From an optimization exercise on the open Yosys and OpenROAD flow, aimed at small area; shortcuts taken in it are not production practice.
The RTL was checked by simulation tests, not by an equivalence proof against the original design.
Power is estimated from default activity; no workload was simulated.

### design.v
module minicomp_alu (
    input  wire [2:0] op,
    input  wire [7:0] a,
    input  wire [7:0] b,
    input  wire       cin,
    output reg  [7:0] c,
    output wire [3:0] f         
);
    localparam OP_ADD = 3'd0, OP_SHL = 3'd1, OP_SHR = 3'd2, OP_NOT = 3'd3,
               OP_AND = 3'd4, OP_OR  = 3'd5, OP_XOR = 3'd6, OP_CMP = 3'd7;
    reg carry;
    reg [8:0] sum;
    always @(*) begin
        sum   = {1'b0, a} + {1'b0, b} + {8'd0, cin};
        c     = 8'd0;
        carry = 1'b0;
        case (op)
            OP_ADD: begin c = sum[7:0];         carry = sum[8]; end
            OP_SHL: begin c = {a[6:0], cin};    carry = a[7];   end
            OP_SHR: begin c = {cin, a[7:1]};    carry = a[0];   end
            OP_NOT: c = ~a;
            OP_AND: c = a & b;
            OP_OR:  c = a | b;
            OP_XOR: c = a ^ b;
            default: c = 8'd0;                    
        endcase
    end
    wire zero    = (op != OP_CMP) && (c == 8'd0);
    wire equal   = (a == b);
    wire alarger = (a > b);
    assign f = {carry, alarger, equal, zero};
endmodule
module minicomp_core (
    input  wire       clk,
    input  wire       rst,           
    output wire [7:0] mem_addr,
    input  wire [7:0] mem_rdata,
    output wire       mem_we,
    output wire [7:0] mem_wdata,
    output wire [7:0] io_port,       
    output wire       io_rd,         
    input  wire [7:0] io_rdata,
    input  wire       io_present,    
    output wire       io_wr,         
    output wire [7:0] io_wdata
);
    localparam C_LD = 4'd0, C_ST = 4'd1, C_DATA = 4'd2, C_JMPR = 4'd3,
               C_JMP = 4'd4, C_JXXX = 4'd5, C_CLF = 4'd6, C_IO = 4'd7;
    localparam IO_IND = 2'd0, IO_INA = 2'd1, IO_OUTD = 2'd2, IO_OUTA = 2'd3;
    localparam OP_ADD = 3'd0, OP_CMP = 3'd7;
    reg [7:0] x [0:3];
    reg [7:0] pc, ir, mar, acc, tmp, ioaddr;
    reg [3:0] flags;
    reg [2:0] pos;
    wire [3:0] cls    = ir[7:4];
    wire [1:0] ra     = ir[3:2];
    wire [1:0] rb     = ir[1:0];
    wire       is_alu = ir[7];
    wire [2:0] alu_op = ir[6:4];
    wire [7:0] xa     = x[ra];
    wire [7:0] xb     = x[rb];
    wire       taken  = (flags & ir[3:0]) != 4'd0;
    reg  [2:0] u_op;
    reg  [7:0] u_a, u_b;
    reg        u_cin;
    wire [7:0] u_c;
    wire [3:0] u_f;
    always @(*) begin
        u_op  = OP_ADD;
        u_a   = pc;
        u_b   = 8'd1;
        u_cin = 1'b0;
        if (pos == 3'd3 && !is_alu && cls == C_CLF) begin
            u_a = 8'd0;                          
        end else if (pos == 3'd4 && is_alu) begin
            u_op  = alu_op;
            u_a   = xa;
            u_b   = tmp;
            u_cin = flags[3];
        end
    end
    minicomp_alu alu (
        .op(u_op), .a(u_a), .b(u_b), .cin(u_cin), .c(u_c), .f(u_f)
    );
    assign mem_addr  = mar;
    assign mem_wdata = xb;
    assign mem_we    = (pos == 3'd4) && !is_alu && (cls == C_ST);
    assign io_port   = ioaddr;
    assign io_wdata  = xb;
    assign io_rd     = (pos == 3'd3) && !is_alu && (cls == C_IO) && (ra == IO_IND);
    assign io_wr     = (pos == 3'd3) && !is_alu && (cls == C_IO) && (ra == IO_OUTD);
    integer i;
    always @(posedge clk) begin
        if (rst) begin
            for (i = 0; i < 4; i = i + 1) x[i] <= 8'd0;
            pc     <= 8'd0;
            ir     <= 8'd0;
            mar    <= 8'd0;
            acc    <= 8'd0;
            tmp    <= 8'd0;
            ioaddr <= 8'd0;
            flags  <= 4'd0;
            pos    <= 3'd0;
        end else begin
            pos <= (pos == 3'd6) ? 3'd0 : pos + 3'd1;
            case (pos)
                3'd0: begin
                    mar <= pc;
                    acc <= u_c;                  
                end
                3'd1: ir <= mem_rdata;
                3'd2: pc <= acc;
                3'd3: begin
                    if (is_alu) begin
                        tmp <= xb;
                    end else begin
                        case (cls)
                            C_LD, C_ST: mar <= xa;
                            C_DATA, C_JXXX: begin
                                mar <= pc;
                                acc <= u_c;      
                            end
                            C_JMPR: pc <= xb;
                            C_JMP:  mar <= pc;
                            C_CLF:  flags <= u_f;
                            C_IO: begin
                                case (ra)
                                    IO_IND:  if (io_present) x[rb] <= io_rdata;
                                    IO_INA:  x[rb] <= ioaddr;
                                    IO_OUTD: ;   
                                    IO_OUTA: ioaddr <= xb;
                                endcase
                            end
                            default: ;
                        endcase
                    end
                end
                3'd4: begin
                    if (is_alu) begin
                        acc   <= u_c;
                        flags <= u_f;
                    end else begin
                        case (cls)
                            C_LD, C_DATA: x[rb] <= mem_rdata;
                            C_JMP:        pc <= mem_rdata;
                            C_JXXX:       pc <= acc;
                            default: ;   
                        endcase
                    end
                end
                3'd5: begin
                    if (is_alu) begin
                        if (alu_op != OP_CMP) x[rb] <= acc;
                    end else begin
                        case (cls)
                            C_DATA: pc <= acc;
                            C_JXXX: if (taken) pc <= mem_rdata;
                            default: ;
                        endcase
                    end
                end
                default: ;                       
            endcase
        end
    end
endmodule
### config.mk
export PLATFORM = sky130hd
export DESIGN_NAME = minicomp_core
export DESIGN_NICKNAME = minicomp_core
export VERILOG_FILES = /design/flow/design.v
export SDC_FILE = /design/flow/constraint.sdc
export NUM_CORES = 4
export LEC_CHECK = 0
export CAP_MARGIN = 20
export CORE_MARGIN = 2
export CORE_UTILIZATION = 40
export PLACE_DENSITY = 0.6
export SLEW_MARGIN = 20
### constraint.sdc
create_clock -name core_clock -period 8.0 [get_ports {clk}]
set_input_delay 1.6000 -clock core_clock [delete_from_list [all_inputs] [get_ports {clk}]]
set_output_delay 1.6000 -clock core_clock [all_outputs]
set_load 0.01 [all_outputs]
### run.sh
#!/bin/bash
# synth_recipe.tcl (not shown) runs the flow's synth.tcl, then flattens the netlist and writes it again
# the make line also repeats each setting of config.mk as NAME=value (left out here)
make -C /OpenROAD-flow-scripts/flow DESIGN_CONFIG=/design/flow/config.mk WORK_HOME=/design/flow/orfs CLKGATE_MAP_FILE= SYNTH_SCRIPT=/design/flow/synth_recipe.tcl finish
==> results.sh <==
export IMPL_synthCells=647
export IMPL_wl_um=18600
export IMPL_drv_cap=0
export IMPL_grt_max_degree=61
export IMPL_cts_path_max_buffers=2
export IMPL_ios=54
export IMPL_ys_seq_area_share_pct=37.0
export IMPL_reg2regPathDepth=14
export IMPL_dieArea_mm2=0.0154
export IMPL_fin_tns_setup_ps=0
export IMPL_die_h_um=124
export IMPL_dpl_hpwl_um=13900
export IMPL_crit_arrival_ps=4900
export IMPL_period_needed_ps=4610
export IMPL_yosysTopAreaCell="dfxtp_1"
export IMPL_report_final_slew_viol_count=0
export IMPL_antenna_found_initial=0
export IMPL_via_count=5116
export IMPL_async_reset_ff_share_pct=0
export IMPL_slowest_delay_ps=650
export IMPL_vias_per_cell=6.00
export IMPL_clk_pin_slew_ps=70
export IMPL_relSlewSlack_pct=35.4
export IMPL_initialDrtViolationCount=609
export IMPL_worstSetupStartpointType="register"
export IMPL_synth_area_per_cell_um2=8.95
export IMPL_place_ws_ps=3530
export IMPL_coreArea_mm2=0.0140
export IMPL_ys_ff_latch=91
export IMPL_powerDensity_mw_per_mm2=196
export IMPL_area_growth_pct=15.3
export IMPL_finalSetupViolCount=0
export IMPL_cts_root_buf="clkbuf_16"
export IMPL_hold_buffers=0
export IMPL_drc=0
export IMPL_start_util_pct=41.4
export IMPL_synth_nets=695
export IMPL_clock_skew_ps=8.80
export IMPL_crit_slowest_cell="ha_1"
export IMPL_post_cts_resized=0
export IMPL_place_area_mm2=0.00636
export IMPL_crit_chain="inv_1 > ha_1 > and3b_1 > and2_1 > o21a_1 > inv_1 > fa_1 > fa_1 > and3b_1 > a311oi_2 > xor2_1 > a211oi_1 > and4_1 > a31o_1"
export IMPL_die_w_um=124
export IMPL_worstMarginPinSlew_ps=968
export IMPL_yosysMostFrequentCell="nor2_1"
export IMPL_critPathKind="register to register"
export IMPL_layout_setup_ws_ps=3390
export IMPL_max_freq_mhz=217
export IMPL_wl_per_cell_um=21.8
export IMPL_num_nets_final=715
export IMPL_final_antenna_net_count=0
export IMPL_synth_flop_cell="dfxtp_1"
export IMPL_grtUsageTotal_pct=23.9
export IMPL_clk_latency_ps=350
export IMPL_diodes=0
export IMPL_path_max_fanout=21
export IMPL_clock_sinks=91
export IMPL_ys_warn_count=2
export IMPL_portBuffers=53
export IMPL_status="no timing/DRC/antenna violations"
export IMPL_cp_data_required_time_ps=8290
export IMPL_yosysTopAreaCellShare_pct=20.4
export IMPL_numCtsBuffers=9
export IMPL_postCtsSetupBuffers=0
export IMPL_max_vdd_ir_drop_mv=0.129
export IMPL_synthTopCellsByCount="nor2_1, nand2_1, dfxtp_1"
export IMPL_min_path_type="register to register"
export IMPL_fin_crit_sh_pct=57.6
export IMPL_dr_pass1_iters=9
export IMPL_drive_above_1_share_pct=7.29
export IMPL_power_leakage_nw=2.62
export IMPL_syn_area_mm2=0.00579
export IMPL_min_delay_path_depth=2
export IMPL_synth_area_leaders="dfxtp_1, edfxtp_1, mux2i_1"
export IMPL_yosysUniqueCellTypes=65
export IMPL_dp_cells=836
export IMPL_rows=43
export IMPL_grt_pass1_wl_um=28900
export IMPL_cp_end_kind="register"
export IMPL_gp_congestion=0.967
export IMPL_grt_pass1_vias=5030
export IMPL_fin_cells=852
export IMPL_cts_tree="done"
export IMPL_hold_viol=0
export IMPL_rsz0062_at_grt="false"
export IMPL_grt_ovfl_total=0
export IMPL_synth_edf_count=32
export IMPL_cts_htree_levels=3
export IMPL_final_area_mm2=0.00667
## routing by layer
metal / vias to the layer above / wire (um) / share of wire, % / track usage, %
met4: 0 / 803 / 4.3 / 10.7
met2: 237 / 8800 / 47 / 40.0
li1: 2370 / - / - / -
met3: 43 / 1220 / 6.6 / 4.12
met1: 2466 / 7740 / 42 / 30.2
met5: - / 0 / 0 / 0
## worst paths after layout
| path | slack, ps | endpoint | from |
|---|---|---|---|
| worst max-delay path | 3390 | flags[0] | pos[2] |
| worst min register to register | 460 | tmp[7] | tmp[7] |
| worst max register to register | 3390 | flags[0] | pos[2] |
| worst min-delay path | 460 | tmp[7] | tmp[7] |
## layout make-up
class,count,area (um^2)
Multi-Input combinational cell,476,3310
Timing Repair Buffer,61,586
Clock inverter,7,80.1
Clock buffer,9,225
Tap cell,180,225
Sequential cell,91,2140
Inverter,28,105
Fill cell,1340,7310
## logic make-up (layout without fill, tap and decap cells)
| kind of cell | Yosys count | after routing | share of synthesized area (%) |
|---|---|---|---|
| xor+xnor | 3 | 3 | 0.454 |
| compound gates | 143 | 143 | 17.0 |
| buf+inv | 80 | 105 | 6.03 |
| mux | 58 | 58 | 13.9 |
| flops | 91 | 91 | 37.0 |
| fa+ha+maj | 29 | 29 | 6.53 |
| simple gates | 243 | 243 | 19.1 |
## worst max-delay path: cells and delay by family (launching register included)
| family | cells | cell delay, ps |
|---|---|---|
| XOR/XNOR | 1 | 130 |
| buffers and inverters | 2 | 310 |
| AND/OR/NAND/NOR | 4 | 1000 |
| flip-flops | 1 | 440 |
| adder cells (fa/ha/maj) | 3 | 1600 |
| AO/OA/AOI/OAI | 4 | 1060 |
## per-stage QoR
step                utilization [%]  total power, mW  hold WS (ps)
floorplan                         -            0.754           431
global placement               45.5            0.866           446
detailed placement             45.5            0.869           447
CTS                            47.7             1.31           457
global route                   47.7             1.36           484
finish                         47.7             1.31           459
## registers in the layout, indices dropped and copies added, names as in the netlist, named ones only
signal  flops
ioaddr      8
x          32
ir          8
pc          8
tmp         8
mar         8
pos         3
flags       4
acc         8
## report_power, final
group	internal [mW]	switching, mW
sequential	0.512	0.0367
clock	0.247	0.194
combinational	0.133	0.185
## cells in the final DEF, fill, tap and decap left out, types with 9 or more instances in the layout
cell type        count
nand2b_1            12
nand2_1             69
a21oi_1             40
nand3_1             10
inv_1               28
edfxtp_1            32
o21ai_0             20
nor3_1               9
clkbuf_16            9
ha_1                27
dfxtp_1             59
mux2i_1             39
nor2_1             104
clkdlybuf4s50_1     52
a211oi_1            31
mux4_2              10

-- afterwards: timing with drivers on the ports --
Ports are ideal in the flow. The routed layout listed here was re-timed in OpenROAD. Step 1, drivers: a clkbuf_16 drives clk and a buf_2 each remaining input, both assumed. Step 2 times the ports against the registers' clock, not the clock port: input delays grow and output delays shrink by t, the midpoint of the rising clock arrivals with the driver on. Three values: no drivers, after step 1, after step 2; two values: the first two.
t (ns): 0.382
slack for setup (ns): 3.392 / 3.392 / 3.392
worst slew at a driven data input, ns: 0.04
After both steps this run still meets setup and hold. For this run, drivers alone change the setup slack by 0.000 ns; drivers and shift together by 0.000 ns.
